What follows belongs to an exercise in optimizing a design on an open flow for small area; a production flow would make more cautious choices. RTL that was checked went through simulation tests only; none was proved equivalent to the original. Power figures rest on the tool's default switching activity, not on a simulated workload.

== the baseline ==
Design a429_bst, start of the top module:
module a429_bst (
    input         clk,
    input         rst,
    input         bus_en,
    input         bus_we,
    input  [1:0]  bus_size,
    input  [5:0]  bus_addr,
    input  [31:0] bus_wdata,
    output [31:0] bus_rdata,
    output        bus_err,
    input         rx_data_i,
    input         rx_clk_i,
    output        tx_data_o,
    output        tx_clk_o,
    output        dir_en_o
);
Size in the first run: roughly 430 flip-flops, about 82 I/O pins.
clock: 10.0 ns
lec_check: 0
cap_margin: 0
core_margin: 2
core_utilization: 60
place_density: 0.75
slew_margin: 0
standard.sh (not shown) runs the stock make flow with config.mk's settings and CLKGATE_MAP_FILE= SYNTH_SCRIPT=/design/flow/synth_recipe.tcl, a recipe that flattens the netlist after the stock synthesis.
==> flow/flow/run.sh <==
#!/bin/bash
# Own layout flow: the standard ORFS flow (standard.sh: same config, floorplan,
# power grid, tap cells, placement and routing), with these layout choices changed:
#  - synthesis is the standard synthesis script (synth_recipe.tcl) unchanged,
#    except that ABC maps the logic with an area-oriented script (flow/area.abc);
#    the registers, their names and cell types are the standard synthesis's;
#  - the port buffers are the smallest buffer, sky130_fd_sc_hd__buf_1;
#  - clock tree synthesis inserts no dummy loads and uses larger sink clusters
#    of clkbuf_16 leaves (every register is still clocked through the tree).
# The full output of the ORFS make run goes to flow_make.log in this folder;
# each ORFS step also keeps its own log under orfs/logs/.
set -euo pipefail
cd "$(dirname "$0")/.."
sed "s#SYNTH_SCRIPT=[^ ]*synth_recipe.tcl#SYNTH_SCRIPT=$PWD/flow/synth_area.tcl#" standard.sh > flow_standard.sh
grep -q "SYNTH_SCRIPT=$PWD/flow/synth_area.tcl" flow_standard.sh
export BUFFER_PORTS_ARGS="-buffer_cell sky130_fd_sc_hd__buf_1"
export CTS_ARGS="-sink_clustering_enable -repair_clock_nets -dont_use_dummy_load -buf_list sky130_fd_sc_hd__clkbuf_16 -sink_clustering_size 30 -sink_clustering_max_diameter 100"
bash flow_standard.sh > flow_make.log 2>&1
==> flow/flow/area.abc <==
&get -n
&st
&dch
&nf -a
&put
==> flow/flow/synth_area.tcl <==
# The standard synthesis (synth_recipe.tcl, sourced unchanged below) with one
# change: every abc call maps with area.abc instead of ORFS's speed script.
set ::area_abc_script [file normalize [file join [file dirname [info script]] area.abc]]
set ::synth_recipe_script [file normalize [file join [file dirname [info script]] .. synth_recipe.tcl]]
proc abc {args} {
  set i [lsearch -exact $args -script]
  if {$i >= 0} { lset args [expr {$i + 1}] $::area_abc_script }
  yosys abc {*}$args
}
source $::synth_recipe_script
The baseline was carried through to the last stage, and its layout satisfied the timing, design-rule and antenna checks.
Inputs modified between the baseline and the candidate:
-- flow/config.mk --
<<< the baseline, line 7
export LEC_CHECK = 0
export CAP_MARGIN = 0
export CORE_MARGIN = 2
>>> the candidate, line 7
export LEC_CHECK = 0
export CAP_MARGIN = 20
export CORE_MARGIN = 2
<<< the baseline, line 11
export PLACE_DENSITY = 0.75
export SLEW_MARGIN = 0
>>> the candidate, line 11
export PLACE_DENSITY = 0.75
export SLEW_MARGIN = 20
==> notes.md <==
The candidate vs. the baseline: utilization neither gained nor lost much; internal power contribution saw little to no change. The candidate vs the baseline: final critical path time including I/O delays and setup up.

* * *

a429_bst, a different RTL version from the one above (not shown whole).
Size: about 1200 cells after synthesis, about 430 flip-flops, ~82 I/O pins, about 17000 sq um of cells after synthesis.
clock: 10.0 ns
lec_check: 0
cap_margin: 0
core_margin: 2
core_utilization: 60
place_density: 0.75
slew_margin: 0
==> flow/flow/area.abc <==
&get -n
&fraig -x
&st
&dch
&nf -a
&put
Scripts as last shown in full above: flow/flow/run.sh, flow/flow/synth_area.tcl
Rerun with:
CAP_MARGIN = 20   (was 0)
SLEW_MARGIN = 20   (was 0)
Outcome: Power hardly moves. Design area hardly moves. Non-clock buffer count went up by 1. Synthesized area does not change. Routed wire length went down by 0.45%. Hold slack is worse by 0.016 ns. Via count went up by about 0.5%. Global-route usage went down by 0.22 points. Count of clock-buffer cells in the layout is unchanged. Worst setup slack is worse by 0.066 ns. Die area does not change.
Rerun with:
--- a/flow/flow/run.sh
+++ b/flow/flow/run.sh
@@ -6,4 +6,5 @@
 #    the registers, their names and cell types are the standard synthesis's;
 #  - the port buffers are the smallest buffer, sky130_fd_sc_hd__buf_1;
+#  - power recovery (downsizing of gates off the critical paths) after global routing;
 #  - clock tree synthesis inserts no dummy loads and uses larger sink clusters
 #    of clkbuf_16 leaves (every register is still clocked through the tree).
@@ -15,4 +16,5 @@
 grep -q "SYNTH_SCRIPT=$PWD/flow/synth_area.tcl" flow_standard.sh
 export BUFFER_PORTS_ARGS="-buffer_cell sky130_fd_sc_hd__buf_1"
+export RECOVER_POWER=100
 export CTS_ARGS="-sink_clustering_enable -repair_clock_nets -dont_use_dummy_load -buf_list sky130_fd_sc_hd__clkbuf_16 -sink_clustering_size 30 -sink_clustering_max_diameter 100"
 bash flow_standard.sh > flow_make.log 2>&1
=>
- The changed run ran to the end with violations: max-capacitance violations, max-slew violations
- final cell count stays the same
- core utilization came out lower by 0.16 points
- worst setup slack got worse by 0.71 ns
- via count is about the same
- worst hold slack barely changes
- die area does not change
- total power is about the same
- global-route usage is unchanged
- non-clock buffer count is unchanged
Rerun with:
--- a/flow/flow/run.sh
+++ b/flow/flow/run.sh
@@ -6,5 +6,4 @@
 #    the registers, their names and cell types are the standard synthesis's;
 #  - the port buffers are the smallest buffer, sky130_fd_sc_hd__buf_1;
-#  - power recovery (downsizing of gates off the critical paths) after global routing;
 #  - clock tree synthesis inserts no dummy loads and uses larger sink clusters
 #    of clkbuf_16 leaves (every register is still clocked through the tree).
@@ -16,5 +15,4 @@
 grep -q "SYNTH_SCRIPT=$PWD/flow/synth_area.tcl" flow_standard.sh
 export BUFFER_PORTS_ARGS="-buffer_cell sky130_fd_sc_hd__buf_1"
-export RECOVER_POWER=100
-export CTS_ARGS="-sink_clustering_enable -repair_clock_nets -dont_use_dummy_load -buf_list sky130_fd_sc_hd__clkbuf_16 -sink_clustering_size 30 -sink_clustering_max_diameter 100"
+export CTS_ARGS="-sink_clustering_enable -repair_clock_nets -dont_use_dummy_load -buf_list sky130_fd_sc_hd__clkbuf_16 -sink_clustering_size 30 -sink_clustering_max_diameter 60"
 bash flow_standard.sh > flow_make.log 2>&1
Outcome: The new run produced a clean layout; count of clock-buffer cells in the layout is higher by 10; final cell count is higher slightly; cell area is higher slightly; wire length is higher slightly; synthesized area is unchanged.

* * *

Setup of v6:
a429_bst, a different RTL version from the one above (not shown whole).
For scale: about 82 I/O pins.
Settings: LEC_CHECK=0, CAP_MARGIN=20, CORE_MARGIN=2, CORE_UTILIZATION=60, CTS_BUF_LIST=sky130_fd_sc_hd__clkbuf_8 sky130_fd_sc_hd__clkbuf_16, CTS_CLUSTER_DIAMETER=80, CTS_CLUSTER_SIZE=25, PLACE_DENSITY=0.75, SLEW_MARGIN=20; clock period 10.0 ns.
run.sh (not shown) runs the stock make flow with config.mk's settings and CLKGATE_MAP_FILE= SYNTH_SCRIPT=/design/flow/synth_recipe.tcl, a recipe that flattens the netlist after the stock synthesis.
Stock flow here: none of the scripts above is used.
v6 finished every step from synthesis to the final layout, and the layout passed the timing, design-rule and antenna checks.
diff inputs: v6 => v7
- CTS_CLUSTER_DIAMETER: 80 -> 100
- CTS_BUF_LIST: sky130_fd_sc_hd__clkbuf_8 sky130_fd_sc_hd__clkbuf_16 -> sky130_fd_sc_hd__clkbuf_16
- CTS_CLUSTER_SIZE: 25 -> 30
### Flow results
Pin slew with the least headroom to its limit delta (v6 -> v7): insignificant
Diff v6 -> v7 | final worst slack | decrease of 47 ps
Summary of v7 over v6: CTS buffer count fell by 5, global-route usage ~0 delta, internal power summed over all cells shrank by 0.000086 W, aggregate routed wire length now sits lower.
The final layout from v7, which completed every stage, passed the timing, design-rule and antenna checks at the end of the flow.
[diff] clock period minus worst slack, v7 relative to v6: regression
Function was not checked in any run of this note: the RTL went through the layout flow alone.

## what the ideal ports hide
The flow's constraints put no driver on any port. The routed layouts listed below were extracted and timed again, unchanged, in two steps.
Step 1 sets driving cells, clkbuf_16 on the clock port and buf_2 on the other inputs (assumed; they add their load-dependent delay and slew).
Step 2 times the ports against the registers' clock, not the clock port: input delays grow and output delays shrink by t, the midpoint of the rising clock arrivals with the driver on.
a / b / c = ideal ports / drivers / drivers and shift; a / b = the first two.
run	t, ns	setup WS [ns]	clock arrival spread, ns	worst data-port slew with drivers (ns)	cell pins on the clock port's net
the baseline	0.572	3.767 / 3.727 / 3.727	0.041 / 0.041	0.07	1
the candidate	0.566	3.708 / 3.667 / 3.667	0.040 / 0.040	0.07	1
the first run of note 2	0.560	2.301 / 2.301 / 2.301	0.036 / 0.036	0.05	1
the second run of note 2	0.554	2.235 / 2.235 / 2.235	0.046 / 0.046	0.04	1
the third run of note 2	0.555	1.528 / 1.528 / 1.136	0.046 / 0.047	0.05	1
the fourth run of note 2	0.590	2.247 / 2.247 / 2.247	0.067 / 0.066	0.04	1
v6	0.594	2.687 / 2.665 / 2.665	0.025 / 0.026	0.05	1
v7	0.581	2.641 / 2.618 / 2.618	0.017 / 0.017	0.05	1
For the third run of note 2, which loses most, drivers alone change the setup slack by 0.000 ns; drivers and shift together by -0.392 ns.
